Context: an optimization exercise on an open-source flow, tuned for small area and few clock cycles. The choices shown serve that exercise and are no tape-out recipe.
Function was checked by simulation only, so behaviour that the tests miss may differ from the original.

## run P
// oscillator_bank_renderer
module oscillator_bank_renderer (
    input  wire        clk,
    input  wire        rst,
    input  wire        cmd_valid,
    output wire        cmd_ready,
    input  wire [31:0] cmd_word,
    output wire        rsp_valid,
    input  wire        rsp_ready,
    output wire [31:0] rsp_data,
    output wire        smp_valid,
    input  wire        smp_ready,
    output wire [7:0]  smp_data
);
==> flow/config.mk <==
export PLATFORM = sky130hd
export DESIGN_NAME = oscillator_bank_renderer
export DESIGN_NICKNAME = oscillator_bank_renderer
export VERILOG_FILES = /design/flow/design.v
export SDC_FILE = /design/flow/constraint.sdc
export NUM_CORES = 4
export LEC_CHECK = 0
export CAP_MARGIN = 40
export CORE_MARGIN = 2
export CORE_UTILIZATION = 40
export SLEW_MARGIN = 40
==> flow/constraint.sdc <==
create_clock -name core_clock -period 20.0 [get_ports {clk}]
set_input_delay 4.0000 -clock core_clock [delete_from_list [all_inputs] [get_ports {clk}]]
set_output_delay 4.0000 -clock core_clock [all_outputs]
set_load 0.01 [all_outputs]
run.sh (not shown) runs the stock make flow with config.mk's settings and CLKGATE_MAP_FILE= SYNTH_SCRIPT=/design/flow/synth_recipe.tcl, a recipe that flattens the netlist after the stock synthesis.
Testbench counts of run P, summed over its fixed seeds: cycles 12,151.
Here is what was changed in the inputs of run F compared with run P.
# run P
export LEC_CHECK = 0
export CAP_MARGIN = 40
export CORE_MARGIN = 2
export CORE_UTILIZATION = 40
export SLEW_MARGIN = 40
create_clock -name core_clock -period 20.0 [get_ports {clk}]
# run F
export LEC_CHECK = 0
export CAP_MARGIN = 40
export CORE_MARGIN = 2
export CORE_UTILIZATION = 40
export CTS_CLUSTER_DIAMETER = 80
export CTS_CLUSTER_SIZE = 25
export PLACE_DENSITY = 0.75
export SLEW_MARGIN = 40
create_clock -name core_clock -period 20.0 [get_ports {clk}]
Run F against run P; number of clock-tree buffers in the layout is down by more than a quarter. Diff run P -> run F: clock period minus worst slack grew by 0.26 ns, critical path arrival now larger. As of run F, number of vias per cell had risen slightly compared to run P. Compared with run P, run F shows a lower global routing usage summed across all routing layers. The via count of run F exceeds that of run P by 1432. Number of CTS-inserted buffers for run F: 54 down relative to run P. Compared with run P, run F shows fraction of area in clock buffers and inverters lower by 0.98 points.

--- another note on this design; it stands on its own ---

==> xenon <==
## oscillator_bank_renderer
module oscillator_bank_renderer (
    input  wire        clk,
    input  wire        rst,
    input  wire        cmd_valid,
    output wire        cmd_ready,
    input  wire [31:0] cmd_word,
    output wire        rsp_valid,
    input  wire        rsp_ready,
    output wire [31:0] rsp_data,
    output wire        smp_valid,
    input  wire        smp_ready,
    output wire [7:0]  smp_data
);
==> flow/config.mk <==
export PLATFORM = sky130hd
export DESIGN_NAME = oscillator_bank_renderer
export DESIGN_NICKNAME = oscillator_bank_renderer
export VERILOG_FILES = /design/flow/design.v
export SDC_FILE = /design/flow/constraint.sdc
export NUM_CORES = 4
export LEC_CHECK = 0
export CAP_MARGIN = 40
export CORE_MARGIN = 2
export CORE_UTILIZATION = 40
export CTS_CLUSTER_DIAMETER = 80
export CTS_CLUSTER_SIZE = 25
export SLEW_MARGIN = 40
==> flow/constraint.sdc <==
create_clock -name core_clock -period 20.0 [get_ports {clk}]
set_input_delay 4.0000 -clock core_clock [delete_from_list [all_inputs] [get_ports {clk}]]
set_output_delay 4.0000 -clock core_clock [all_outputs]
set_load 0.01 [all_outputs]
run.sh (not shown) runs the stock make flow with config.mk's settings and CLKGATE_MAP_FILE= SYNTH_SCRIPT=/design/flow/synth_recipe.tcl, a recipe that flattens the netlist after the stock synthesis.
==> inputs of tundra, as changes to xenon <==
--- a/flow/config.mk
+++ b/flow/config.mk
@@ -5,9 +5,10 @@
 export SDC_FILE = /design/flow/constraint.sdc
 export NUM_CORES = 4
 export LEC_CHECK = 0
-export CAP_MARGIN = 40
+export CAP_MARGIN = 30
 export CORE_MARGIN = 2
 export CORE_UTILIZATION = 40
 export CTS_CLUSTER_DIAMETER = 80
 export CTS_CLUSTER_SIZE = 25
-export SLEW_MARGIN = 40
+export PLACE_DENSITY = 0.7
+export SLEW_MARGIN = 30
==> comparison table <==
| metric | xenon | tundra |
|---|---|---|
| Worst reg2reg setup slack | 2730 ps | 2590 ps |
| Layout Area Growth over Synthesis | 8.984% | 8.740% |
| Routing usage on met1 | 0.4803 | 0.4837 |
| Fin Clk Skew | 93.40 ps | 113.5 ps |
| Total non-filler cell area in the finished layout | 128500 µm² | 128200 µm² |
| Met2 Usage GRT | 0.5402 | 0.5241 |
| Layout Nets | 15.40k | 15.38k |
| Transition time at the pin with the least slew margin | 1032 ps | 1222 ps |
| Met1 Wirelength | 226.6 mm | 221.6 mm |
| Final antenna diode count | 29 | 31 |
| Start point of the worst min-delay path | badcmd[11]$_SDFFE_PP0P_ | sd_qx[3]$_DFF_P_ |
| Worst Hold Slack | 457.7 ps | 462.0 ps |
| Outcome | timing/DRC/antenna clean | timing/DRC/antenna clean |
| Overall fraction of global-route tracks in use | 0.3830 | 0.3787 |
| Per-cell routed wire length | 33.37 µm | 33.08 µm |
| Share of cell area taken by flip-flops and latches | 0.2100 | 0.2105 |
| Count of TritonRoute iterations in the first routing pass | 10 | 13 |
Testbench counts of xenon, summed over its fixed seeds: cycles 12,151.
Testbench counts of tundra, summed over its fixed seeds: cycles 12,151.

[port drivers added, routing unchanged]
How much do the figures lean on ideal ports? The routed layouts below were timed once more, with nothing changed but the port constraints. Step 1 sets driving cells, clkbuf_16 on the clock port and buf_2 on the other inputs (assumed; they add their load-dependent delay and slew). Step 2 also shifts input and output timing later by t, the mid clock arrival at the registers, as if the neighbouring blocks saw the same clock. Slacks: ideal / step 1 / step 2; pairs: ideal / step 1.
| run | shift t [ns] | setup slack, ns | hold WS [ns] | slew at the worst register clock pin (ns) | worst data-port slew with drivers (ns) |
|---|---|---|---|---|---|
| run P | 0.956 | 2.789 / 2.789 / 2.789 | 0.453 / 0.453 / 0.453 | 0.07 / 0.07 | 0.05 |
| run F | 0.942 | 2.531 / 2.531 / 2.531 | 0.461 / 0.461 / 0.461 | 0.11 / 0.11 | 0.09 |
| xenon | 0.913 | 2.726 / 2.726 / 2.726 | 0.458 / 0.458 / 0.458 | 0.11 / 0.11 | 0.05 |
| tundra | 0.933 | 2.591 / 2.591 / 2.591 | 0.462 / 0.462 / 0.462 | 0.11 / 0.11 | 0.10 |
After both steps setup and hold are still met in every run listed.
